What follows belongs to an exercise in optimizing a design on an open flow for a short achievable clock period and few clock cycles; a production flow would make more cautious choices. In this exercise RTL edits were held to simulation tests only and were not proved equivalent to the original. Power and IR drop assume default switching activity.

`design.v`:
```
module scs_core (
    input  wire        clk,
    input  wire        rst,           
    input  wire [31:0] textsize,
    input  wire [31:0] datasize,
    input  wire [31:0] dataend,
    output wire        imem_en,
    output wire [31:0] imem_addr,
    input  wire [31:0] imem_rdata,
    output reg         dmem_en,
    output reg         dmem_we,
    output reg  [31:0] dmem_addr,
    output reg  [31:0] dmem_wdata,
    input  wire [31:0] dmem_rdata,
    output wire        halted,
    output wire        faulted,
    output reg  [2:0]  fault_kind,
    output reg  [31:0] fault_addr,
    output reg         warn_valid,
    output reg  [1:0]  warn_kind,
    output reg  [31:0] warn_addr,
    input  wire [4:0]  dbg_sel,
    output reg  [31:0] dbg_data
);
    localparam OP_NOP    = 6'd1;
    localparam OP_LOAD   = 6'd2;
    localparam OP_STORE  = 6'd3;
    localparam OP_ADD    = 6'd4;
    localparam OP_SUB    = 6'd5;
    localparam OP_BRANCH = 6'd6;
    localparam OP_CALL   = 6'd7;
    localparam OP_RET    = 6'd8;
    localparam OP_PUSH   = 6'd9;
    localparam OP_POP    = 6'd10;
    localparam OP_HALT   = 6'd11;
    localparam CC_UNKNOWN  = 2'd0;
    localparam CC_ZERO     = 2'd1;
    localparam CC_POSITIVE = 2'd2;
    localparam CC_NEGATIVE = 2'd3;
    localparam F_NONE      = 3'd0;
    localparam F_ILLEGAL   = 3'd2;
    localparam F_CONDITION = 3'd3;
    localparam F_IMMEDIATE = 3'd4;
    localparam F_SEGTEXT   = 3'd5;
    localparam F_SEGDATA   = 3'd6;
    localparam F_SEGSTACK  = 3'd7;
    localparam W_HALT       = 2'd1;
    localparam W_PUSHSTATIC = 2'd2;
    function valid_data(input [31:0] v);
        valid_data = (v[31] == 1'b0) && (v < datasize);
    endfunction
    function [31:0] ks_add(input [31:0] a, input [31:0] b, input cin);
        reg [31:0] g, p, pp, gg;
        integer n, d;
        begin
            p = a ^ b;
            g = a & b;
            g[0] = g[0] | (p[0] & cin);
            pp = p;
            for (d = 1; d < 32; d = d * 2) begin
                gg = g;
                for (n = d; n < 32; n = n + 1) begin
                    g[n] = gg[n] | (pp[n] & gg[n - d]);
                end
                for (n = 31; n >= d; n = n - 1)
                    pp[n] = pp[n] & pp[n - d];
            end
            ks_add = p ^ {g[30:0], cin};
        end
    endfunction
    function sum_zero(input [31:0] x, input [31:0] y, input sub);
        reg [31:0] o, e;
        begin
            o = x | y;
            e = x ^ y;
            sum_zero = sub ? (x == ~y) : (e == {o[30:0], 1'b0});
        end
    endfunction
    function [1:0] cc_of(input z, input n);
        cc_of = z ? CC_ZERO : n ? CC_NEGATIVE : CC_POSITIVE;
    endfunction
    function [1:0] sign_of(input [31:0] v);
        if (v == 32'd0)
            sign_of = CC_ZERO;
        else if (v[31])
            sign_of = CC_NEGATIVE;
        else
            sign_of = CC_POSITIVE;
    endfunction
    reg [31:0] regs [0:15];
    reg [1:0]  cc;
    reg [31:0] pc_arch;
    reg        running;
    reg        halt_q;
    wire [31:0] sp     = regs[15];
    reg         sp_fv;
    reg  [31:0] sp_inc;
    reg  [31:0] sp_dec;
    reg         sp_pushok;     
    reg         sp_popok;      
    reg         sp_lowwarn;    
    reg        ras_v [0:3];
    reg [31:0] ras_a [0:3];        
    reg [31:0] ras_s [0:3];        
    reg [31:0] ras_d [0:3];
    reg [1:0]  ras_top;
    reg        d_valid;
    reg [31:0] d_pc;
    reg [31:0] pc_q;           
    reg        e_valid;
    reg [31:0] e_pc;
    reg [31:0] e_pcn;
    reg        e_vtext;
    reg        e_imm;
    reg [3:0]  e_r;
    reg [31:0] e_ea;
    reg [31:0] e_val;          
    reg [31:0] e_imm32;        
    reg        e_pred;         
    reg        e_rhint;        
    reg [1:0]  e_ccs;          
    reg        e_late;
    reg        e_jq;           
    reg        e_jqv;
    reg [15:0] jvq;            
    reg [31:0] e_ptgt;
    reg        e_nop, e_alu, e_store, e_branch, e_call, e_ret, e_push, e_pop, e_halt, e_ill;
    reg [1:0]  e_aluop;        
    reg        x_memalu;
    reg [1:0]  x_aluop;
    reg        x_late;         
    reg [31:0] x_imm;
    reg [3:0]  x_rd;
    reg        x_wr2;
    reg [31:0] x_waddr;
    reg        x_retmiss;
    reg        fwd_sel;        
    reg [31:0] fwd_d;
    localparam WBN = 6;
    reg        wbv [0:WBN-1];
    reg [31:0] wba [0:WBN-1];
    reg [31:0] wbd [0:WBN-1];
    reg        wait_ret;       
    reg        redir_q;        
    reg [31:0] redir_tgt;
    wire e_immalu = e_alu && e_imm && !e_late;    
    wire e_memalu = e_alu && !e_imm;              
    wire e_xalu   = e_memalu || (e_alu && e_late);  
    wire cond_bad = (e_r > 4'd6) || (e_r != 4'd0 && cc == CC_UNKNOWN);
    function cond_met(input [1:0] c_cc, input [3:0] c);
        case (c)
            4'd0: cond_met = 1'b1;
            4'd1: cond_met = (c_cc == CC_ZERO);
            4'd2: cond_met = (c_cc != CC_ZERO);
            4'd3: cond_met = (c_cc == CC_POSITIVE);
            4'd4: cond_met = (c_cc == CC_POSITIVE) || (c_cc == CC_ZERO);
            4'd5: cond_met = (c_cc == CC_NEGATIVE);
            4'd6: cond_met = (c_cc == CC_NEGATIVE) || (c_cc == CC_ZERO);
            default: cond_met = 1'b0;
        endcase
    endfunction
    wire jump_c = e_jq;
    wire push_ok = sp_pushok;
    wire pop_ok  = sp_popok;
    wire ea_ok   = valid_data(e_ea);
    wire ras_hit = ras_v[ras_top] && (ras_s[ras_top] == sp);
    reg        rq_av, rq_bv;
    reg [31:0] rq_ad, rq_bd;
    wire [31:0] ras_top_d = rq_ad;
    wire e_needcc = (e_branch || e_call) && (e_r != 4'd0);
    wire e_usesp  = e_call || e_ret || e_push || e_pop;
    wire e_port   = e_memalu || e_store || e_call || e_ret || e_push || e_pop;
    wire x_wr15   = x_memalu && (x_rd == 4'd15);
    integer c;
    wire e_two    = (e_push && !e_imm) || e_pop;
    wire e_wany   = e_store || e_call || (e_push && e_imm);
    wire e_wbfull = (e_wany && wbv[WBN-1] && x_wr2) ||
                    (e_two && (wbv[WBN-1] || (wbv[WBN-2] && x_wr2)));
    wire e_stall  = e_valid && ((e_needcc && (x_memalu || !e_jqv)) ||
                                (e_usesp && (x_wr15 || !sp_fv)) ||
                                e_wbfull);
    wire e_commit = e_valid && !e_stall;
    reg        f_fault;
    reg [2:0]  f_kind;
    always @(*) begin
        f_fault = 1'b0;
        f_kind  = F_NONE;
        if (!e_vtext) begin
            f_fault = 1'b1; f_kind = F_SEGTEXT;
        end else if (e_ill) begin
            f_fault = 1'b1; f_kind = F_ILLEGAL;
        end else if (e_alu) begin
            if (!e_imm && !ea_ok) begin f_fault = 1'b1; f_kind = F_SEGDATA; end
        end else if (e_store) begin
            if (e_imm)       begin f_fault = 1'b1; f_kind = F_IMMEDIATE; end
            else if (!ea_ok) begin f_fault = 1'b1; f_kind = F_SEGDATA; end
        end else if (e_branch) begin
            if (e_imm)         begin f_fault = 1'b1; f_kind = F_IMMEDIATE; end
            else if (cond_bad) begin f_fault = 1'b1; f_kind = F_CONDITION; end
        end else if (e_call) begin
            if (e_imm)                   begin f_fault = 1'b1; f_kind = F_IMMEDIATE; end
            else if (cond_bad)           begin f_fault = 1'b1; f_kind = F_CONDITION; end
            else if (jump_c && !push_ok) begin f_fault = 1'b1; f_kind = F_SEGSTACK; end
        end else if (e_ret) begin
            if (!pop_ok) begin f_fault = 1'b1; f_kind = F_SEGSTACK; end
        end else if (e_push) begin
            if (!push_ok)              begin f_fault = 1'b1; f_kind = F_SEGSTACK; end
            else if (!e_imm && !ea_ok) begin f_fault = 1'b1; f_kind = F_SEGDATA; end
        end else if (e_pop) begin
            if (e_imm)        begin f_fault = 1'b1; f_kind = F_IMMEDIATE; end
            else if (!pop_ok) begin f_fault = 1'b1; f_kind = F_SEGSTACK; end
            else if (!ea_ok)  begin f_fault = 1'b1; f_kind = F_SEGDATA; end
        end
    end
    wire e_ok      = e_commit && !f_fault;
    wire e_stop    = e_commit && (f_fault || e_halt);
    wire e_jump    = (e_branch || e_call) && jump_c;         
    wire e_call_t  = e_call && jump_c;
    wire e_retmiss = e_ok && e_ret && !ras_hit;
    reg        e_mis;
    reg [31:0] e_tgt;
    always @(*) begin
        e_mis = 1'b0;
        e_tgt = e_pcn;
        if (e_branch || e_call) begin
            e_mis = e_jump != e_pred;
            e_tgt = e_jump ? e_ea : e_pcn;
        end else if (e_ret) begin
            e_mis = !e_pred;
            e_tgt = ras_top_d;
        end
    end
    wire e_redirect = e_ok && e_mis && !(e_ret && !ras_hit);
    wire e_fredir   = e_commit && e_mis;
    wire e_wmem = e_store || (e_call && e_jump) || (e_push && e_imm);
    wire [31:0] e_waddr = e_store ? e_ea : sp;
    wire [31:0] e_rval  = (x_memalu && x_rd == e_r) ? x_res : regs[e_r];
    wire [31:0] e_sdata = e_rval;
    wire [31:0] e_wdata = e_call ? e_pcn : e_store ? e_sdata : e_val;
    wire e_rmem = e_memalu || (e_push && !e_imm) || e_pop || e_ret;
    wire [31:0] e_raddr = (e_pop || e_ret) ? sp_inc : e_ea;
    wire e_spchg = e_call_t || e_ret || e_push || e_pop;
    wire e_wreg  = e_ok && (e_immalu || e_spchg);
    wire [3:0]  e_wreg_idx = e_immalu ? e_r : 4'd15;
    wire [31:0] e_wreg_val = e_immalu ? e_res :
                             (e_ret || e_pop) ? sp_inc : sp_dec;
    wire e_setcc = e_ok && e_immalu;
    wire [31:0] e_res = (e_aluop == 2'd1) ? ks_add(e_val, e_imm32, 1'b0) :
                        (e_aluop == 2'd2) ? ks_add(e_val, ~e_imm32, 1'b1) : e_val;
    wire e_rzero = (e_aluop == 2'd1) ? sum_zero(e_val, e_imm32, 1'b0) :
                   (e_aluop == 2'd2) ? sum_zero(e_val, ~e_imm32, 1'b1) :
                   (e_val == 32'd0);
    wire e_rneg  = e_res[31];
    wire [31:0] sp_nx = (e_ret || e_pop) ? sp_inc : sp_dec;    
    wire [31:0] md = fwd_sel ? fwd_d : dmem_rdata;
    reg  [31:0] x_acc;
    wire [31:0] x_opd = x_late ? x_imm : md;
    reg  [31:0] x_res;
    always @(*) begin
        case (x_aluop)
            2'd1:    x_res = ks_add(x_acc, x_opd, 1'b0);
            2'd2:    x_res = ks_add(x_acc, ~x_opd, 1'b1);
            default: x_res = md;
        endcase
    end
    wire x_zero = (x_aluop == 2'd1) ? sum_zero(x_acc, x_opd, 1'b0) :
                  (x_aluop == 2'd2) ? sum_zero(x_acc, ~x_opd, 1'b1) :
                  (md == 32'd0);
    wire       e_rsp  = e_pop || e_ret;
    wire       fx_hit = x_wr2 && (e_rsp ? (x_waddr == sp_inc) : (x_waddr == e_ea));
    wire [WBN-1:0] fb_hit;
    genvar g;
    generate
        for (g = 0; g < WBN; g = g + 1) begin : g_fwd
            assign fb_hit[g] = wbv[g] && (e_rsp ? (wba[g] == sp_inc) : (wba[g] == e_ea));
        end
    endgenerate
    wire        e_hit   = fx_hit || (fb_hit != 0);
    reg  [31:0] e_hitd;
    always @(*) begin
        e_hitd = wbd[0];
        for (c = 1; c < WBN; c = c + 1)
            if (fb_hit[c]) e_hitd = wbd[c];
        if (fx_hit) e_hitd = md;
    end
    wire port_e  = e_valid && e_rmem && !e_rhint && !e_stall;
    wire port_wb = wbv[0] && !port_e;
    always @(*) begin
        dmem_en    = port_e || port_wb;
        dmem_we    = port_wb;
        dmem_addr  = port_wb ? wba[0] : e_raddr;
        dmem_wdata = wbd[0];
    end
    wire e_enq = e_ok && e_wmem;
    reg        nwv [0:WBN-1];
    reg [31:0] nwa [0:WBN-1];
    reg [31:0] nwd [0:WBN-1];
    integer k;
    reg [WBN-1:0] sv;       
    reg [WBN-1:0] ff;       
    always @(*) begin
        for (k = 0; k < WBN; k = k + 1) begin
            if (port_wb) begin
                nwv[k] = (k < WBN - 1) ? wbv[k + 1] : 1'b0;
                nwa[k] = (k < WBN - 1) ? wba[k + 1] : 32'd0;
                nwd[k] = (k < WBN - 1) ? wbd[k + 1] : 32'd0;
            end else begin
                nwv[k] = wbv[k];
                nwa[k] = wba[k];
                nwd[k] = wbd[k];
            end
        end
        for (k = 0; k < WBN; k = k + 1)
            sv[k] = nwv[k];
        for (k = 0; k < WBN; k = k + 1)
            ff[k] = !sv[k] && (k == 0 || sv[k - 1]);
        for (k = 0; k < WBN; k = k + 1) begin
            if (x_wr2 && ff[k]) begin
                nwv[k] = 1'b1;
                nwa[k] = x_waddr;
                nwd[k] = md;
            end
            if (e_enq && (x_wr2 ? (k > 0 && ff[k - 1]) : ff[k])) begin
                nwv[k] = 1'b1;
                nwa[k] = e_waddr;
                nwd[k] = e_wdata;
            end
        end
    end
    wire e_spstep = e_valid && (e_push || e_pop || e_ret || e_call_t);
    wire [31:0] d_slot = !e_spstep ? sp + 32'd1 :
                         (e_push || e_call) ? sp : sp + 32'd2;
    wire d_spsafe = !x_wr15 && !(e_valid && e_immalu && e_r == 4'd15);
    reg  d_slothit;
    always @(*) begin
        d_slothit = e_valid && e_two && ((e_push ? sp : e_ea) == d_slot);
        for (c = 0; c < WBN; c = c + 1)
            if (nwv[c] && nwa[c] == d_slot) d_slothit = 1'b1;
    end
    wire [31:0] iw      = imem_rdata;
    wire [5:0]  d_op    = iw[5:0];
    wire        d_imm   = iw[6];
    wire        d_idx   = iw[7];
    wire [3:0]  d_r     = iw[11:8];
    wire [3:0]  d_ri    = iw[15:12];
    wire [31:0] d_off   = {{16{iw[31]}}, iw[31:16]};
    wire [31:0] d_abs   = {12'd0, iw[31:12]};
    wire [31:0] d_immv  = {{12{iw[31]}}, iw[31:12]};
    wire d_load   = d_op == OP_LOAD;
    wire d_store  = d_op == OP_STORE;
    wire d_add    = d_op == OP_ADD;
    wire d_sub    = d_op == OP_SUB;
    wire d_branch = d_op == OP_BRANCH;
    wire d_call   = d_op == OP_CALL;
    wire d_ret    = d_op == OP_RET;
    wire d_push   = d_op == OP_PUSH;
    wire d_pop    = d_op == OP_POP;
    wire d_halt   = d_op == OP_HALT;
    wire d_nop    = d_op == OP_NOP;
    wire d_alu    = d_load || d_add || d_sub;
    wire d_ill    = !(d_nop || d_alu || d_store || d_branch || d_call ||
                      d_ret || d_push || d_pop || d_halt);
    reg [15:0] pend;
    always @(*) begin
        pend = 16'd0;
        if (e_valid && e_xalu)   pend[e_r] = 1'b1;
        if (x_memalu)            pend[x_rd] = 1'b1;
    end
    wire d_rd_ri = d_idx;
    wire d_rd_r  = d_imm && (d_add || d_sub);
    wire d_haz   = d_rd_ri && pend[d_ri];
    wire d_late  = d_rd_r && pend[d_r];
    wire d_rhint = (d_pop || d_ret) && d_spsafe && d_slothit;
    wire e_fwd   = e_valid && e_immalu;
    wire e_fwdsp = e_valid && (e_push || e_pop || e_ret || e_call_t);
    wire [31:0] rf_ri = (e_fwd && e_r == d_ri) ? e_res :
                        (e_fwdsp && d_ri == 4'd15) ? sp_nx : regs[d_ri];
    wire [31:0] rf_r  = (e_fwd && e_r == d_r) ? e_res :
                        (e_fwdsp && d_r == 4'd15) ? sp_nx : regs[d_r];
    wire [31:0] d_ea = d_idx ? ks_add(rf_ri, d_off, 1'b0) : d_abs;
    reg  [31:0] d_val;
    always @(*) begin
        if (d_imm && (d_load || d_push || d_late))
            d_val = d_immv;
        else
            d_val = rf_r;
    end
    wire [31:0] z_or  = rf_r | d_immv;
    wire [31:0] z_xor = rf_r ^ d_immv;
    wire d_zero = (d_load || d_push) ? (d_immv == 32'd0) :
                  d_sub ? (rf_r == d_immv) :
                  (z_xor == {z_or[30:0], 1'b0});
    wire d_neg = (d_load || d_push) ? d_immv[31] : rf_r[31];
    wire [1:0] d_ccs = d_zero ? CC_ZERO : d_neg ? CC_NEGATIVE : CC_POSITIVE;
    wire e_pop_now = e_valid && e_ret;
    wire        ras_pv   = e_pop_now ? rq_bv : rq_av;
    wire [31:0] ras_pd   = e_pop_now ? rq_bd : rq_ad;
    wire d_pbc  = (d_branch || d_call) && !d_imm && !d_idx && jvq[d_r];
    wire d_pret = d_ret && ras_pv && !(e_valid && e_call);
    wire d_pred = d_valid && (d_pbc || d_pret);
    wire [31:0] d_ptgt = d_pbc ? d_abs : ras_pd;
    wire flush_d = e_redirect || e_stop || e_retmiss;
    wire [31:0] d_pcn  = d_pc + 32'd1;
    wire [31:0] f_base = redir_q ? redir_tgt : d_valid ? d_pcn : pc_q;
    wire s_abs  = !e_fredir && d_valid && d_pbc;
    wire s_ras  = !e_fredir && d_valid && d_pret;
    wire s_base = !e_fredir && !d_pred;
    assign imem_addr = ({32{e_fredir}} & e_tgt) | ({32{s_abs}} & d_abs) |
                       ({32{s_ras}} & ras_pd) | ({32{s_base}} & f_base);
    wire   hold_d    = d_valid && e_stall;
    assign imem_en   = running && !wait_ret && !hold_d;
    wire d_vtext = (d_pc[31] == 1'b0) && (d_pc < textsize);
    wire d_go    = d_valid && !flush_d && !d_haz && !e_stall;
    wire        ne_load   = !e_stall;                  
    wire        ne_valid  = !e_stop && (ne_load ? (d_valid && !flush_d) : e_valid);
    wire [3:0]  ne_r      = ne_load ? d_r : e_r;
    wire        ne_immalu = ne_load ? (d_alu && d_imm && !d_late) : e_immalu;
    wire        ne_xalu   = ne_load ? (d_alu && (!d_imm || d_late)) : e_xalu;
    wire [1:0]  ne_ccs    = ne_load ? d_ccs : e_ccs;
    wire        nx_memalu = e_ok && e_xalu;
    wire        ccx       = x_memalu && !e_setcc;
    wire [1:0]  n_cc_p    = e_setcc ? cc_of(e_rzero, 1'b0) : cc;
    wire [1:0]  n_cc_n    = e_setcc ? cc_of(e_rzero, 1'b1) : cc;
    wire [1:0]  n_cc      = e_rneg ? n_cc_n : n_cc_p;
    wire        nd_known  = (ne_valid && ne_immalu) ||
                            !((ne_valid && ne_xalu) || nx_memalu || ccx);
    wire        ne_own    = ne_valid && ne_immalu;
    wire [1:0]  nd_cc_p   = ne_own ? ne_ccs : n_cc_p;
    wire [1:0]  nd_cc_n   = ne_own ? ne_ccs : n_cc_n;
    reg  [15:0] n_jv_p, n_jv_n;
    integer v;
    always @(*) begin
        for (v = 0; v < 16; v = v + 1) begin
            n_jv_p[v] = !nd_known || nd_cc_p == CC_UNKNOWN || v > 6 ||
                        cond_met(nd_cc_p, v);
            n_jv_n[v] = !nd_known || nd_cc_n == CC_UNKNOWN || v > 6 ||
                        cond_met(nd_cc_n, v);
        end
    end
    wire [15:0] n_jv = e_rneg ? n_jv_n : n_jv_p;
    wire e_jq_p = cond_met(n_cc_p, ne_r);
    wire e_jq_n = cond_met(n_cc_n, ne_r);
    reg        rn_v [0:3];
    reg [31:0] rn_d [0:3];
    reg [1:0]  rn_top;
    integer r;
    always @(*) begin
        for (r = 0; r < 4; r = r + 1) begin
            rn_v[r] = ras_v[r];
            rn_d[r] = ras_d[r];
        end
        rn_top = ras_top;
        if (e_ok) begin
            for (r = 0; r < 4; r = r + 1)
                if ((e_store && ras_a[r] == e_ea) ||
                    (e_pop && ras_a[r] == e_ea) ||
                    ((e_push || e_call_t) && ras_a[r] == sp))
                    rn_v[r] = 1'b0;
            if (e_call_t) begin
                rn_v[ras_top + 2'd1] = 1'b1;
                rn_d[ras_top + 2'd1] = e_pcn;
                rn_top = ras_top + 2'd1;
            end else if (e_ret && ras_hit) begin
                rn_v[ras_top] = 1'b0;
                rn_top = ras_top - 2'd1;
            end
        end
    end
    integer i;
    always @(posedge clk) begin
        if (rst) begin
            for (i = 0; i < 15; i = i + 1)
                regs[i] <= 32'd0;
            regs[15]   <= datasize - 32'd1;
            sp_fv      <= 1'b0;
            sp_inc     <= 32'd0;
            sp_dec     <= 32'd0;
            sp_pushok  <= 1'b0;
            sp_popok   <= 1'b0;
            sp_lowwarn <= 1'b0;
            cc         <= CC_UNKNOWN;
            e_jq       <= 1'b0;
            e_jqv      <= 1'b0;
            jvq        <= 16'hFFFF;
            pc_arch    <= 32'd0;
            running    <= 1'b1;
            halt_q     <= 1'b0;
            fault_kind <= F_NONE;
            fault_addr <= 32'd0;
            warn_valid <= 1'b0;
            warn_kind  <= 2'd0;
            warn_addr  <= 32'd0;
            for (i = 0; i < 4; i = i + 1) begin
                ras_v[i] <= 1'b0;
                ras_a[i] <= 32'd0;
                ras_s[i] <= 32'd0;
                ras_d[i] <= 32'd0;
            end
            ras_top    <= 2'd0;
            rq_av      <= 1'b0;
            rq_bv      <= 1'b0;
            rq_ad      <= 32'd0;
            rq_bd      <= 32'd0;
            d_valid    <= 1'b0;
            d_pc       <= 32'd0;
            pc_q       <= 32'd0;
            e_valid    <= 1'b0;
            x_memalu   <= 1'b0;
            x_late     <= 1'b0;
            x_acc      <= 32'd0;
            x_imm      <= 32'd0;
            x_wr2      <= 1'b0;
            x_retmiss  <= 1'b0;
            fwd_sel    <= 1'b0;
            fwd_d      <= 32'd0;
            for (i = 0; i < WBN; i = i + 1) begin
                wbv[i] <= 1'b0;
                wba[i] <= 32'd0;
                wbd[i] <= 32'd0;
            end
            wait_ret   <= 1'b0;
            redir_q    <= 1'b0;
            redir_tgt  <= 32'd0;
        end else begin
            warn_valid <= 1'b0;
            if (x_memalu)
                regs[x_rd] <= x_res;
            if (x_memalu && !e_setcc)
                cc <= cc_of(x_zero, x_res[31]);
            if (x_retmiss) begin
                redir_tgt <= md;
                redir_q   <= 1'b1;
                wait_ret  <= 1'b0;
                pc_arch   <= md;
            end else begin
                redir_q <= 1'b0;
            end
            if (x_memalu && x_rd == 4'd15) begin
                sp_fv <= 1'b0;
            end else if (e_wreg && e_wreg_idx == 4'd15) begin
                if (e_immalu) begin
                    sp_fv <= 1'b0;
                end else begin
                    sp_fv      <= 1'b1;
                    sp_inc     <= sp_nx + 32'd1;
                    sp_dec     <= sp_nx - 32'd1;
                    sp_pushok  <= (sp_nx != 32'd0) && valid_data(sp_nx);
                    sp_popok   <= valid_data(sp_nx + 32'd1);
                    sp_lowwarn <= (sp_nx - 32'd1) < dataend;
                end
            end else if (!sp_fv) begin
                sp_fv      <= 1'b1;
                sp_inc     <= sp + 32'd1;
                sp_dec     <= sp - 32'd1;
                sp_pushok  <= (sp != 32'd0) && valid_data(sp);
                sp_popok   <= valid_data(sp + 32'd1);
                sp_lowwarn <= (sp - 32'd1) < dataend;
            end
            for (i = 0; i < WBN; i = i + 1) begin
                wbv[i] <= nwv[i];
                wba[i] <= nwa[i];
                wbd[i] <= nwd[i];
            end
            fwd_sel <= e_hit;
            fwd_d   <= e_hitd;
            if (e_wreg)
                regs[e_wreg_idx] <= e_wreg_val;
            if (e_setcc)
                cc <= cc_of(e_rzero, e_rneg);
            e_jq  <= e_rneg ? e_jq_n : e_jq_p;
            e_jqv <= !ccx;
            jvq  <= n_jv;
            x_memalu  <= e_ok && e_xalu;
            x_aluop   <= e_aluop;
            x_late    <= e_late;
            x_acc     <= e_rval;
            x_imm     <= e_val;
            x_rd      <= e_r;
            x_wr2     <= e_ok && ((e_push && !e_imm) || e_pop);
            x_waddr   <= e_push ? sp : e_ea;
            x_retmiss <= e_retmiss;
            if (e_retmiss)
                wait_ret <= 1'b1;
            if (e_commit) begin
                if (f_fault) begin
                    fault_kind <= f_kind;
                    fault_addr <= e_pc;
                    pc_arch    <= (f_kind == F_SEGTEXT) ? e_pc : e_pcn;
                    running    <= 1'b0;
                end else begin
                    if (!(e_ret && !ras_hit))
                        pc_arch <= ((e_branch || e_call) && e_jump) ? e_ea :
                                   e_ret ? ras_top_d : e_pcn;
                    if (e_halt) begin
                        halt_q     <= 1'b1;
                        running    <= 1'b0;
                        warn_valid <= 1'b1;
                        warn_kind  <= W_HALT;
                        warn_addr  <= e_pc;
                    end
                    if (e_push && sp_lowwarn) begin
                        warn_valid <= 1'b1;
                        warn_kind  <= W_PUSHSTATIC;
                        warn_addr  <= e_pc;
                    end
                end
            end
            for (i = 0; i < 4; i = i + 1) begin
                ras_v[i] <= rn_v[i];
                ras_d[i] <= rn_d[i];
            end
            ras_top <= rn_top;
            rq_av   <= rn_v[rn_top];
            rq_ad   <= rn_d[rn_top];
            rq_bv   <= rn_v[rn_top - 2'd1];
            rq_bd   <= rn_d[rn_top - 2'd1];
            if (e_ok && e_call_t) begin
                ras_a[ras_top + 2'd1] <= sp;
                ras_s[ras_top + 2'd1] <= sp_dec;
            end
            if (e_stop) begin
                e_valid <= 1'b0;
            end else if (e_stall) begin
                e_rhint <= 1'b0;
            end else begin
                e_valid <= d_go;
                e_pc    <= d_pc;
                e_pcn   <= d_pcn;
                e_vtext <= d_vtext;
                e_imm   <= d_imm;
                e_r     <= d_r;
                e_ea    <= d_ea;
                e_val   <= d_val;
                e_pred  <= d_pred;
                e_late  <= d_late;
                e_ccs   <= d_ccs;
                e_imm32 <= d_immv;
                e_rhint <= d_rhint;
                e_ptgt  <= d_ptgt;
                e_nop   <= d_nop;
                e_alu   <= d_alu;
                e_store <= d_store;
                e_branch <= d_branch;
                e_call  <= d_call;
                e_ret   <= d_ret;
                e_push  <= d_push;
                e_pop   <= d_pop;
                e_halt  <= d_halt;
                e_ill   <= d_ill;
                e_aluop <= d_add ? 2'd1 : d_sub ? 2'd2 : 2'd0;
            end
            if (e_stop || !running) begin
                d_valid <= 1'b0;
            end else if (e_retmiss || wait_ret) begin
                d_valid <= 1'b0;
            end else if (hold_d) begin
            end else if (d_valid && d_haz && !flush_d) begin
                d_valid <= 1'b0;
                pc_q    <= d_pc;
            end else begin
                d_valid <= 1'b1;
                d_pc    <= imem_addr;
            end
        end
    end
    wire drained = !wbv[0] && !x_wr2;
    assign halted  = halt_q && drained;
    assign faulted = (fault_kind != F_NONE) && drained;
    wire [17:0] dbg_oh;
    genvar q;
    generate
        for (q = 0; q < 18; q = q + 1) begin : g_dbg
            assign dbg_oh[q] = (dbg_sel == q);
        end
    endgenerate
    integer j;
    always @(*) begin
        dbg_data = ({32{dbg_oh[16]}} & pc_arch) | ({32{dbg_oh[17]}} & {30'd0, cc});
        for (j = 0; j < 16; j = j + 1)
            dbg_data = dbg_data | ({32{dbg_oh[j]}} & regs[j]);
    end
endmodule
```
`flow/run.sh`:
```
#!/bin/bash
set -euo pipefail
bash standard.sh synth > synth.log 2>&1
bash standard.sh finish \
    "BUFFER_PORTS_ARGS=-buffer_cell sky130_fd_sc_hd__buf_6" \
    SETUP_SLACK_MARGIN=5.5 > layout.log 2>&1
```
`standard.sh`:
```
#!/bin/bash
# synth_recipe.tcl (not shown) runs the flow's synth.tcl, then flattens the netlist and writes it again
# the make line also repeats each setting of config.mk as NAME=value (left out here)
make -C /OpenROAD-flow-scripts/flow DESIGN_CONFIG=/design/flow/config.mk WORK_HOME=/design/flow/orfs CLKGATE_MAP_FILE= SYNTH_SCRIPT=/design/flow/synth_recipe.tcl "${@:-finish}"
```
`config.mk`:
```
export PLATFORM = sky130hd
export DESIGN_NAME = scs_core
export DESIGN_NICKNAME = scs_core
export VERILOG_FILES = /design/flow/design.v
export SDC_FILE = /design/flow/constraint.sdc
export NUM_CORES = 4
export LEC_CHECK = 0
export ABC_CLOCK_PERIOD_IN_PS = 2500
export CAP_MARGIN = 20
export CORE_MARGIN = 2
export CORE_UTILIZATION = 35
export PLACE_DENSITY = 0.6
export SETUP_SLACK_MARGIN = 5
export SLEW_MARGIN = 20
```
`constraint.sdc`:
```
create_clock -name core_clock -period 12.0 [get_ports {clk}]
set_input_delay 2.4000 -clock core_clock [delete_from_list [all_inputs] [get_ports {clk}]]
set_output_delay 2.4000 -clock core_clock [all_outputs]
set_load 0.01 [all_outputs]
```
==> notes.md, run 1 <==
Top delay family on crit path=compound AO/OA/AOI/OAI gates; Starting DRT DRC Count=25410; drt wl/cell=37.07 um; Post-synth EDFFs=976; vias per std cell=6.694; area leader, netlist=edfxtp_1; Adder-Cell Fraction of Synth Area=0.04949; placed insts=19870; number of buffers and inverters on the critical path=2; PD cells=130.7 mW/mm^2; Clock Path Buffers=4; status=finished with violations; clk sinks=1952; nets=16000; final core utilization=0.4239; final critical-path share of the clock period=0.6248; critical path arrival=8.45 ns; worst-margin pin slew=1.597 ns; Skew-Pair Late Insertion Delay=1.03 ns; cell count after synthesis=15090; CP endpoint kind=flop; Finished Layout Cells=20740; most frequent cells in the layout=nand2_1, nor2_1, edfxtp_1; Final Hold Vio Count=0; CTS tree=done; asr flop ratio synth=0; initial antenna violation count=80; area grow syn2layout=20.58%; Slew headroom=-0.06684; 1st-pass router iterations=14; DP Worst Slack=2.626 ns; startpoint types=flop; vias in the first global route=125600; SO Viols=max-capacitance violations, max-slew violations; H-tree depth=4; Top-Level Pins=370; CP Max Fanout=10; Post-DRT Antenna Nets=0; simple-gate share of the synthesized area=0.1621; drc violations=0; Synth top area share=0.2143; Ys Warns=13; die width=629.1 um; Req. time, crit path=12.95 ns; most common cell after layout, fill and taps aside=nand2_1; CP max stage cell=edfxtp_1; worst min path class=flop to flop; Max Fclk=133.4 MHz; largest family of logic cells by synthesized area=compound AO/OA/AOI/OAI gates; Slew Viols, Final=21; clk_skew=0.08382 ns; WL final=768.8 mm; I/O Buffers=369; Top FF cell, synth=edfxtp_1; RSZ-0062 raised after global routing=yes; Vert. Die Dim=629.1 um; total global-route track usage=0.3661; starting density of the core=0.3515; detailed placer's ending HPWL=515.5 mm; layout cell share with drive strength beyond 1=0.1937; Post-Syn Area=0.1368 mm^2; Setup Crit Path Kind=flop to flop; top cells by area, synth=edfxtp_1, dfxtp_1, mux4_2; Final setup viols=0; CTS Hold Bufs=0; Synthesized Nets=15790; CTS Root Cell=clkbuf_16; # fillers=38130; Final WS setup=4.503 ns; mux contribution to synthesized area=0.1397; Peak VDD IR=150.3 uV; placer congestion estimate=1.080; GRT overflow=0; average size of a mapped cell=9.066 um^2; Synth Area in XOR/XNOR=0.07221; Max-Cap Viols=2; CTS clock-pin slew for the worst setup and hold paths=0.07 ns; first-pass GRT wire length=1027 mm; Core Rows=229; number of vias in the routed layout=138800; Seq/Total Area, Yosys=0.3571; die area=0.3958 mm^2; Final min period=7.497 ns; Critical Path Max Stage Delay=0.68 ns; flops & latches, synth=1952; sum of negative setup slack=0 ns; core area=0.3891 mm^2; compound-gate portion of the synthesized area=0.1713; CTS Buf Count=233; total leakage power=61.20 nW; Synth cell types=107; largest net degree at the start of global routing=159
## layout make-up
type                       instances  area (um^2)  area share
sequential                      1952        48870      0.2963
inverter                         394         1588    0.009627
clock inverter                   140         1617    0.009802
clock buffer                     297         6437     0.03903
timing repair buffer            1281        14020     0.08502
multi-input combinational      11430        85740      0.5199
timing repair inverter             2        21.27   0.0001290
antenna                           48        120.1   0.0007283
tap                             5197         6502     0.03943
## registers in the layout (all words and copies together), names as in the netlist, 128 cells and up, named ones only
signal	cells
wbd	192
regs	512
ras_d	128
wba	192
ras_s	128
ras_a	128
## metrics by stage
step / total power, mW / cell area, um^2 / hold slack (ns)
finish: 21.55 / 164900 / 0.4460
global placement: 13.15 / 147900 / 0.4334
detailed placement: 13.14 / 148000 / 0.4403
CTS: 20.94 / 162000 / 0.4466
global route: 21.79 / 164800 / 0.4604
floorplan: 10.58 / 137700 / 0.4244
## cell families after synthesis
kind of cell | after synthesis
XOR/XNOR | 1126
AND/OR/NAND/NOR | 4862
multiplexers | 1262
flip-flops | 1952
buffers and inverters | 1715
AO/OA/AOI/OAI | 3631
adder cells (fa/ha/maj) | 538
## what timing repair did
item,4_1_cts,5_1_grt
setup endpoints to repair,1371,1296
buffers inserted,198,118
gates cloned,56,15
pin swaps,179,179
gates resized for setup,591,305
## per-layer routing
layer,vias up,part of all wire,track usage
li1,56050,-,-
met1,67330,0.34,0.4356
met2,12000,0.39,0.5064
met3,3394,0.16,0.1633
met4,83,0.10,0.2923
met5,-,0.0025,0.01727
## where the power goes
part | leakage (nW) | switching, mW | internal (mW) | total (mW)
Combinational | 39.4 | 4.15 | 2.01 | 6.16
Sequential | 17.9 | 0.427 | 7.25 | 7.68
Clock | 3.92 | 3.38 | 4.32 | 7.70
## worst paths after layout
| kind | from | end | slack (ns) | cells past startpoint |
|---|---|---|---|---|
| worst max-delay path | e_val[15] | jvq[5] | 4.50 | 31 |
| worst min-delay path | sp_inc[27] | sp_inc[27] | 0.45 | 2 |
| worst max register to register | e_val[15] | jvq[5] | 4.50 | 31 |
| worst min register to register | sp_inc[27] | sp_inc[27] | 0.45 | 2 |
## tightest hold or removal path: stages (launching register included)
cell and delay [ns]:
dfxtp_1 0.30, nand2_1 0.05, a21oi_1 0.05
## synthesized netlist by cell type (all sizes together) (25+ instances only)
library cell / instances
mux2i: 610
a211o: 40
a21o: 91
inv: 386
dfxtp: 976
nor2: 1359
mux2: 150
o211ai: 163
mux4: 502
a22oi: 146
a221oi: 98
buf: 297
a31oi: 111
ha: 533
nand3: 329
o31ai: 25
o21ai: 625
xor2: 521
edfxtp: 976
nand2b: 105
a311oi: 62
nor4: 230
or2: 29
a222oi: 60
o21a: 86
o22ai: 545
clkbuf: 1024
nand2: 1732
a22o: 74
o21bai: 29
a221o: 27
nor2b: 100
a21oi: 976
and2: 342
nor3: 223
a211oi: 242
and3: 55
nand4: 228
or3: 72
xnor2: 605
o221ai: 64
Testbench counts, summed over its fixed seeds: cycles 59,215.
==> run 2, diff against run 1 <==
--- a/design.v
+++ b/design.v
@@ -119,6 +119,7 @@
     reg        e_pred;         
     reg        e_rhint;        
     reg [1:0]  e_ccs;          
+    reg        e_ccg;          
     reg        e_late;
     reg        e_jq;           
     reg        e_jqv;
@@ -385,12 +386,14 @@
         else
             d_val = rf_r;
     end
-    wire [31:0] z_or  = rf_r | d_immv;
-    wire [31:0] z_xor = rf_r ^ d_immv;
+    wire [31:0] rf_rg = (e_fwdsp && d_r == 4'd15) ? sp_nx : regs[d_r];
+    wire        d_ccg = (d_load || d_push) || !(e_fwd && e_r == d_r);
+    wire [31:0] z_or  = rf_rg | d_immv;
+    wire [31:0] z_xor = rf_rg ^ d_immv;
     wire d_zero = (d_load || d_push) ? (d_immv == 32'd0) :
-                  d_sub ? (rf_r == d_immv) :
+                  d_sub ? (rf_rg == d_immv) :
                   (z_xor == {z_or[30:0], 1'b0});
-    wire d_neg = (d_load || d_push) ? d_immv[31] : rf_r[31];
+    wire d_neg = (d_load || d_push) ? d_immv[31] : rf_rg[31];
     wire [1:0] d_ccs = d_zero ? CC_ZERO : d_neg ? CC_NEGATIVE : CC_POSITIVE;
     wire e_pop_now = e_valid && e_ret;
     wire        ras_pv   = e_pop_now ? rq_bv : rq_av;
@@ -422,7 +425,8 @@
     wire [1:0]  n_cc_p    = e_setcc ? cc_of(e_rzero, 1'b0) : cc;
     wire [1:0]  n_cc_n    = e_setcc ? cc_of(e_rzero, 1'b1) : cc;
     wire [1:0]  n_cc      = e_rneg ? n_cc_n : n_cc_p;
-    wire        nd_known  = (ne_valid && ne_immalu) ||
+    wire        ne_ccg    = ne_load ? d_ccg : e_ccg;
+    wire        nd_known  = (ne_valid && ne_immalu) ? ne_ccg :
                             !((ne_valid && ne_xalu) || nx_memalu || ccx);
     wire        ne_own    = ne_valid && ne_immalu;
     wire [1:0]  nd_cc_p   = ne_own ? ne_ccs : n_cc_p;
@@ -634,6 +638,7 @@
                 e_pred  <= d_pred;
                 e_late  <= d_late;
                 e_ccs   <= d_ccs;
+                e_ccg   <= d_ccg;
                 e_imm32 <= d_immv;
                 e_rhint <= d_rhint;
                 e_ptgt  <= d_ptgt;
==> flow/run.sh (replaced) <==
#!/bin/bash
set -euo pipefail
bash standard.sh synth > synth.log 2>&1
bash standard.sh finish \
    "BUFFER_PORTS_ARGS=-buffer_cell sky130_fd_sc_hd__buf_6" \
    "IO_CONSTRAINTS=$PWD/flow/io.tcl" \
    SETUP_SLACK_MARGIN=5.5 > layout.log 2>&1
==> flow/io.tcl (new file) <==
# Pin sides: each group of ports joined by combinational paths
# (dbg_sel -> dbg_data, imem_rdata -> imem_addr) sits together near the
# middle of one edge, and the data memory port has an edge of its own.
set_io_pin_constraint -group -order -pin_names {dbg_data[0] dbg_data[1] dbg_data[2] dbg_data[3] dbg_data[4] dbg_data[5] dbg_data[6] dbg_data[7] dbg_data[8] dbg_data[9] dbg_data[10] dbg_data[11] dbg_data[12] dbg_data[13] dbg_data[14] dbg_data[15] dbg_sel[0] dbg_sel[1] dbg_sel[2] dbg_sel[3] dbg_sel[4] dbg_data[16] dbg_data[17] dbg_data[18] dbg_data[19] dbg_data[20] dbg_data[21] dbg_data[22] dbg_data[23] dbg_data[24] dbg_data[25] dbg_data[26] dbg_data[27] dbg_data[28] dbg_data[29] dbg_data[30] dbg_data[31]} -region left:250-380
set_io_pin_constraint -pin_names {imem_rdata[*] imem_addr[*] imem_en} -region bottom:150-480
set_io_pin_constraint -pin_names {dmem_en dmem_we dmem_addr[*] dmem_wdata[*] dmem_rdata[*]} -region right:*
==> notes.md, run 2 <==
top-count cell post-synth=nand2_1; status=finished clean; Max-Cap Viols=0; Post-synth EDFFs=977; WL final=867.7 mm; Skew-Pair Late Insertion Delay=1.06 ns; die width=629.4 um; PD cells=133.4 mW/mm^2; asr flop ratio synth=0; synth cell count leaders=nand2_1, nor2_1, a21oi_1; placer congestion estimate=1.103; CP endpoint kind=output port; CTS clock-pin slew for the worst setup and hold paths=0.06 ns; vias per std cell=6.749; CTS Root Cell=clkbuf_16; layout cell share with drive strength beyond 1=0.2088; Seq/Total Area, Yosys=0.3571; drt wl/cell=40.98 um; Setup Crit Path Kind=flop to output port; Synth top area share=0.2143; CP Cell Sequence=buf_4 > clkinvlp_4 > ha_1 > nor3b_4 > a211o_2 > and4_1 > buf_4 > o21ai_4 > buf_4 > nand2_4 > buf_12 > buf_12 > buf_16 > o221ai_4 > buf_12 > buf_6; starting density of the core=0.3518; nets=16420; Slew headroom=0.09135; CP max stage cell=a211o_2; Clock power frac=0.341; fin area=0.1677 mm^2; Final Hold Vio Count=0; CTS Buf Count=234; Peak VDD IR=127.1 uV; RSZ-0062 raised after global routing=yes; Hold Path Cell Cnt=2; most common cell after layout, fill and taps aside=nand2_1; worst-margin pin slew=1.363 ns; Top reg by flops=regs; Req. time, crit path=9.60 ns; clk sinks=1953; RR Startpoint=fwd_sel; Vert. Die Dim=629.4 um; CTS Hold Bufs=0; r2r endpoint=wbd[5][29]; drc violations=0; Switching Fraction=0.3845; CP Max Fanout=13; I/O Buffers=369; flop2flop setup slack=5.22 ns; total global-route track usage=0.4163; number of vias in the routed layout=142900; HP Start=sp_inc[26]; Critical Path Max Stage Delay=0.42 ns; largest net degree at the start of global routing=172; startpoint types=flop; Synth cell types=122; Post-Syn Area=0.1369 mm^2; combinational power share=0.311; Final min period=7.153 ns; clk_skew=0.09959 ns; GRT overflow=0; # fillers=38100; initial antenna violation count=83; Clock Path Buffers=4; Synthesized Nets=16050; cell count after synthesis=15340; 1st-pass router iterations=22; Top FF cell, synth=edfxtp_1; R2R cell count=21; Core Rows=229; Top-Level Pins=370; Starting DRT DRC Count=25920; worst min path class=flop to flop; most frequent cells in the layout=nand2_1, nor2_1, edfxtp_1; flops & latches, synth=1953; total leakage power=62.83 nW; average size of a mapped cell=8.920 um^2; Final setup viols=0; Worst Hold End=sp_inc[26]; Sequential Power Share=0.349; critical path arrival=4.75 ns; die area=0.3961 mm^2; detailed placer's ending HPWL=602.4 mm; Max Fclk=139.8 MHz; top cells by area, synth=edfxtp_1, dfxtp_1, mux4_2; Slew Viols, Final=0; Int Pwr=13.76 mW; Ys Warns=13; Post-DRT Antenna Nets=0; core area=0.3891 mm^2; first-pass GRT wire length=1140 mm; final critical-path share of the clock period=0.5961; CTS tree=done; Cell Area, Placed=0.1487 mm^2; vias in the first global route=129000; area leader, netlist=edfxtp_1; max reg flops=512; Sw Pwr=8.596 mW; sum of negative setup slack=0 ns; top flop regs=regs (512), wba (192), wbd (192); H-tree depth=4; area grow syn2layout=22.49%
## run 2: cell count changes after synthesis, sizes merged, moves of 44 or more
cell / delta
mux2i: -233
a21oi: +148
nand3: +84
o21a: -51
o21ai: +139
nand2: +109
o211ai: -56
a211oi: -44
and2: -117
and3: +149
nor2: +161
## run 2: kinds of logic after synthesis
kind of cell | after synthesis | synth area share
AND/OR/NAND/NOR | 5225 | 0.1735
AO/OA/AOI/OAI | 3743 | 0.1740
flip-flops | 1953 | 0.3571
buffers and inverters | 1702 | 0.04847
XOR/XNOR | 1117 | 0.07189
multiplexers | 1066 | 0.1256
adder cells (fa/ha/maj) | 538 | 0.04946
## run 2: cell type report
type,instances,area (um^2),area share
timing repair buffer,1429,15620,0.09317
clock buffer,330,6704,0.03999
timing repair inverter,1,8.758,0.00005224
inverter,390,1582,0.009433
sequential,1953,48910,0.2917
tap,5197,6502,0.03879
antenna,58,145.1,0.0008657
clock inverter,109,1179,0.007030
multi-input combinational,11710,87000,0.5190
## run 2: routing by layer
metal / wire length (um) / up-vias / share of wire / GRT usage
met4: 104900 / 50 / 0.12 / 0.3923
li1: - / 57140 / - / -
met2: 344800 / 12480 / 0.40 / 0.5847
met5: 1172 / - / 0.0014 / 0.02101
met1: 299500 / 69560 / 0.35 / 0.4902
met3: 117300 / 3667 / 0.14 / 0.1464
## run 2: worst max-delay path by stage
stage	from	end	slack (ns)	cells after the start
after floorplan	datasize[1]	ras_a[3][0]	2.57	10
after global placement	dmem_rdata[6]	wbd[5][22]	2.74	19
after detailed placement	datasize[11]	rq_ad[12]	2.78	21
after CTS	imem_rdata[4]	imem_addr[8]	4.87	14
after global routing	e_r[0]	imem_addr[18]	4.88	16
final	e_r[0]	imem_addr[18]	4.85	16
## run 2: per-stage QoR
step	hold slack, ns	util	total power, mW	setup slack [ns]	instances
floorplan	0.4176	-	10.67	2.566	15340
global placement	0.4299	0.3820	13.81	2.738	20190
detailed placement	0.4364	0.3821	13.78	2.783	20200
CTS	0.4462	0.4229	21.68	4.869	20970
global route	0.4585	0.4306	22.51	4.882	21140
finish	0.4462	0.4309	22.36	4.847	21170
## run 2: what timing repair did
action,in CTS,in global routing
buffers inserted,278,130
hold endpoints to repair,0,0
cloned,57,13
gates resized for setup,741,315
setup endpoints to repair,1965,1192
pin swaps,202,165
## run 2: worst max-delay path: cells and delay by family (launching register included)
family | cells | cell delay [ns]
AOI/OAI and AO/OA | 3 | 0.83
adders and majority gates | 1 | 0.28
DFF | 1 | 0.32
and+or+nand+nor | 3 | 0.53
buffers and inverters | 9 | 1.76
## run 2: power groups by stage
stage / logic [mW] / registers, mW / clock network, mW
finish: 6.94 / 7.80 / 7.61
global route: 6.91 / 7.78 / 7.82
CTS: 6.35 / 7.75 / 7.58
detailed placement: 5.88 / 7.90 / 0
global placement: 5.91 / 7.89 / 0
floorplan: 3.08 / 7.59 / 0
Testbench counts of run 2, summed over its fixed seeds: cycles 59,216.
==> run 3, diff against run 2 <==
--- a/config.mk
+++ b/config.mk
@@ -6,9 +6,9 @@
 export NUM_CORES = 4
 export LEC_CHECK = 0
 export ABC_CLOCK_PERIOD_IN_PS = 2500
-export CAP_MARGIN = 20
+export CAP_MARGIN = 40
 export CORE_MARGIN = 2
 export CORE_UTILIZATION = 35
 export PLACE_DENSITY = 0.6
 export SETUP_SLACK_MARGIN = 5
-export SLEW_MARGIN = 20
+export SLEW_MARGIN = 40
==> notes.md, run 3 <==
RSZ-0062 raised after global routing=yes; vias in the first global route=128700; clk_skew=0.1559 ns; Sequential Power Share=0.351; fin area=0.1673 mm^2; H-tree depth=4; Synthesized Nets=16050; Hold Path Cell Cnt=2; final core utilization=0.4300; gr busiest metal=met2; WP depth=13; max reg flops=512; starting density of the core=0.3518; nets=16390; I/O Buffers=369; CTS Root Cell=clkbuf_16; # fillers=38140; area leader, netlist=edfxtp_1; critical path arrival=4.75 ns; asr flop ratio synth=0; worst-margin pin slew=1.066 ns; die width=629.4 um; die area=0.3961 mm^2; met1 Use GR=0.4874; CP Max Fanout=10; Top-Level Pins=370; WL final=865.7 mm; layout cell share with drive strength beyond 1=0.2080; Seq/Total Area, Yosys=0.3571; Critical Path Max Stage Delay=0.33 ns; CP Cell Sequence=buf_6 > or2_4 > nor2_4 > nand2_4 > nor3_4 > o211ai_1 > a21oi_2 > buf_4 > nand3_4 > buf_12 > o32a_1 > o21ai_4 > buf_6; top-count cell post-synth=nand2_1; CTS Buf Count=233; Top reg by flops=regs; Top delay family on crit path=simple AND/OR/NAND/NOR gates; initial antenna violation count=70; combinational power share=0.315; Int Pwr=13.55 mW; Peak VDD IR=146.2 uV; 1st-pass router iterations=12; most frequent CP cell=buf_6; Setup Crit Path Kind=input port to output port; number of buffers and inverters on the critical path=4; CP max stage cell=or2_4; Post-Syn Area=0.1369 mm^2; detailed placer's ending HPWL=604.6 mm; Starting DRT DRC Count=25720; Post-DRT Antenna Nets=0; total leakage power=62.59 nW; Final min period=7.151 ns; startpoint types=input port; status=finished clean; CTS tree=done; Clock power frac=0.333; clk sinks=1953; Clock Path Buffers=4; average size of a mapped cell=8.920 um^2; Final setup viols=0; Slew headroom=0.2862; vias per std cell=6.726; number of vias in the routed layout=142000; PD cells=132.3 mW/mm^2; sum of negative setup slack=0 ns; Synth top area share=0.2143; top flop regs=regs (512), wba (192), wbd (192); synth cell count leaders=nand2_1, nor2_1, a21oi_1; drt wl/cell=41.01 um; first-pass GRT wire length=1137 mm; Final Hold Vio Count=0; Max-Cap Viols=0; total global-route track usage=0.4154; area grow syn2layout=22.25%; worst min path class=flop to flop; final critical-path share of the clock period=0.5959; Top FF cell, synth=edfxtp_1; Switching Fraction=0.3878; CP endpoint kind=output port; Skew-Pair Late Insertion Delay=1.09 ns; core area=0.3891 mm^2; GRT overflow=0; Post-synth EDFFs=977; most frequent cells in the layout=nand2_1, nor2_1, edfxtp_1; Ys Warns=13; CTS clock-pin slew for the worst setup and hold paths=0.06 ns; Vert. Die Dim=629.4 um; hold_ws=0.4475 ns; Synth cell types=122; Req. time, crit path=9.60 ns; drc violations=0; Max Fclk=139.8 MHz; cell count after synthesis=15340; Slew Viols, Final=0; Cell Area, Placed=0.1496 mm^2; GR Layer Usage met3=0.1490; flops & latches, synth=1953; M2 GR Usage=0.5809; placer congestion estimate=1.103; top cells by area, synth=edfxtp_1, dfxtp_1, mux4_2; largest net degree at the start of global routing=172; most common cell after layout, fill and taps aside=nand2_1; Core Rows=229; Sw Pwr=8.587 mW; R2R cell count=21
-- run 3: logic make-up (layout without fill, tap and decap cells) --
family | count (synthesis) | count (layout) | share of synthesized area
other cells | 0 | 42 | 0
fa+ha+maj | 538 | 538 | 0.04946
mux | 1066 | 1066 | 0.1256
buf+inv | 1702 | 2216 | 0.04847
xor+xnor | 1117 | 1117 | 0.07189
compound gates | 3743 | 3743 | 0.1740
simple gates | 5225 | 5238 | 0.1735
flops | 1953 | 1953 | 0.3571
-- run 3: worst reg2reg max path, delay by kind of cell, from the launching register on --
kind	cells	cell delay, ns
muxes	4	1.51
AOI/OAI and AO/OA	10	2.37
adders and majority gates	1	0.27
DFF	1	0.71
and+or+nand+nor	3	0.82
buffers and inverters	3	0.92
-- run 3: layout make-up --
type	instances	area, um^2	area share
Multi-Input combinational cell	11700	87230	0.5213
Sequential cell	1953	48920	0.2923
Timing Repair Buffer	1400	15400	0.09205
Tap cell	5197	6502	0.03886
Clock buffer	311	6444	0.03851
Inverter	390	1573	0.009400
Clock inverter	114	1140	0.006812
Antenna cell	42	105.1	0.0006281
Timing Repair inverter	1	8.758	0.00005235
-- run 3: through the flow --
| stage | power [mW] | worst slack (ns) | instances |
|---|---|---|---|
| after floorplan | 10.67 | 2.566 | 15340 |
| after global placement | 13.81 | 2.738 | 20190 |
| after CTS | 21.43 | 4.894 | 20930 |
| final | 22.14 | 4.849 | 21110 |
| after detailed placement | 13.82 | 2.842 | 20220 |
| after global routing | 22.33 | 4.865 | 21080 |
-- run 3: layer usage --
metal / share of wire / wire (um) / vias up
li1: - / - / 57040
met1: 0.34 / 298300 / 69360
met5: 0.0014 / 1251 / -
met4: 0.12 / 104900 / 40
met2: 0.40 / 343600 / 12090
met3: 0.14 / 117600 / 3459
-- run 3: worst paths after layout --
path,to,from,slack (ns)
min reg2reg,sp_inc[25],sp_inc[25],0.45
max reg2reg,wbd[5][29],fwd_sel,5.26
max,imem_addr[30],imem_rdata[5],4.85
min,sp_inc[25],sp_inc[25],0.45
-- run 3: timing repair --
item,CTS,global route
hold buffers,0,0
gates resized for setup,684,278
endpoints found under the setup margin,1870,822
cloned,51,16
buffers inserted,230,114
pin swaps,183,141
-- run 3: power groups by stage --
stage	sequential, mW	clock [mW]	combinational (mW)
final	7.78	7.38	6.98
after global routing	7.77	7.60	6.97
after CTS	7.73	7.33	6.37
after detailed placement	7.88	0	5.93
after global placement	7.89	0	5.91
after floorplan	7.59	0	3.08

[port drivers added, routing unchanged]
The results above use ideal ports. As a check the final layouts listed here were re-extracted and re-timed, cells and wires unchanged.
Step 1: set_driving_cell puts a clkbuf_16 on clk and a buf_2 on each other input, an assumption about the parent block.
Step 2, shift: input delay + t, output delay - t, t = (earliest + latest rising clock arrival at the registers) / 2. This alone moves slack from input paths to output paths.
a / b / c = ideal / step 1 / step 2; a / b = the first two.
run	t, ns	setup slack, ns	worst setup path at the end
run 1	1.111	4.503 / 4.503 / 3.393	input to register
run 2	1.127	4.847 / 4.635 / 3.889	input to register
run 3	1.133	4.849 / 4.613 / 3.970	input to register
The setup slack of run 1, which loses most, moves by 0.000 ns with the drivers and by -1.110 ns with both steps.
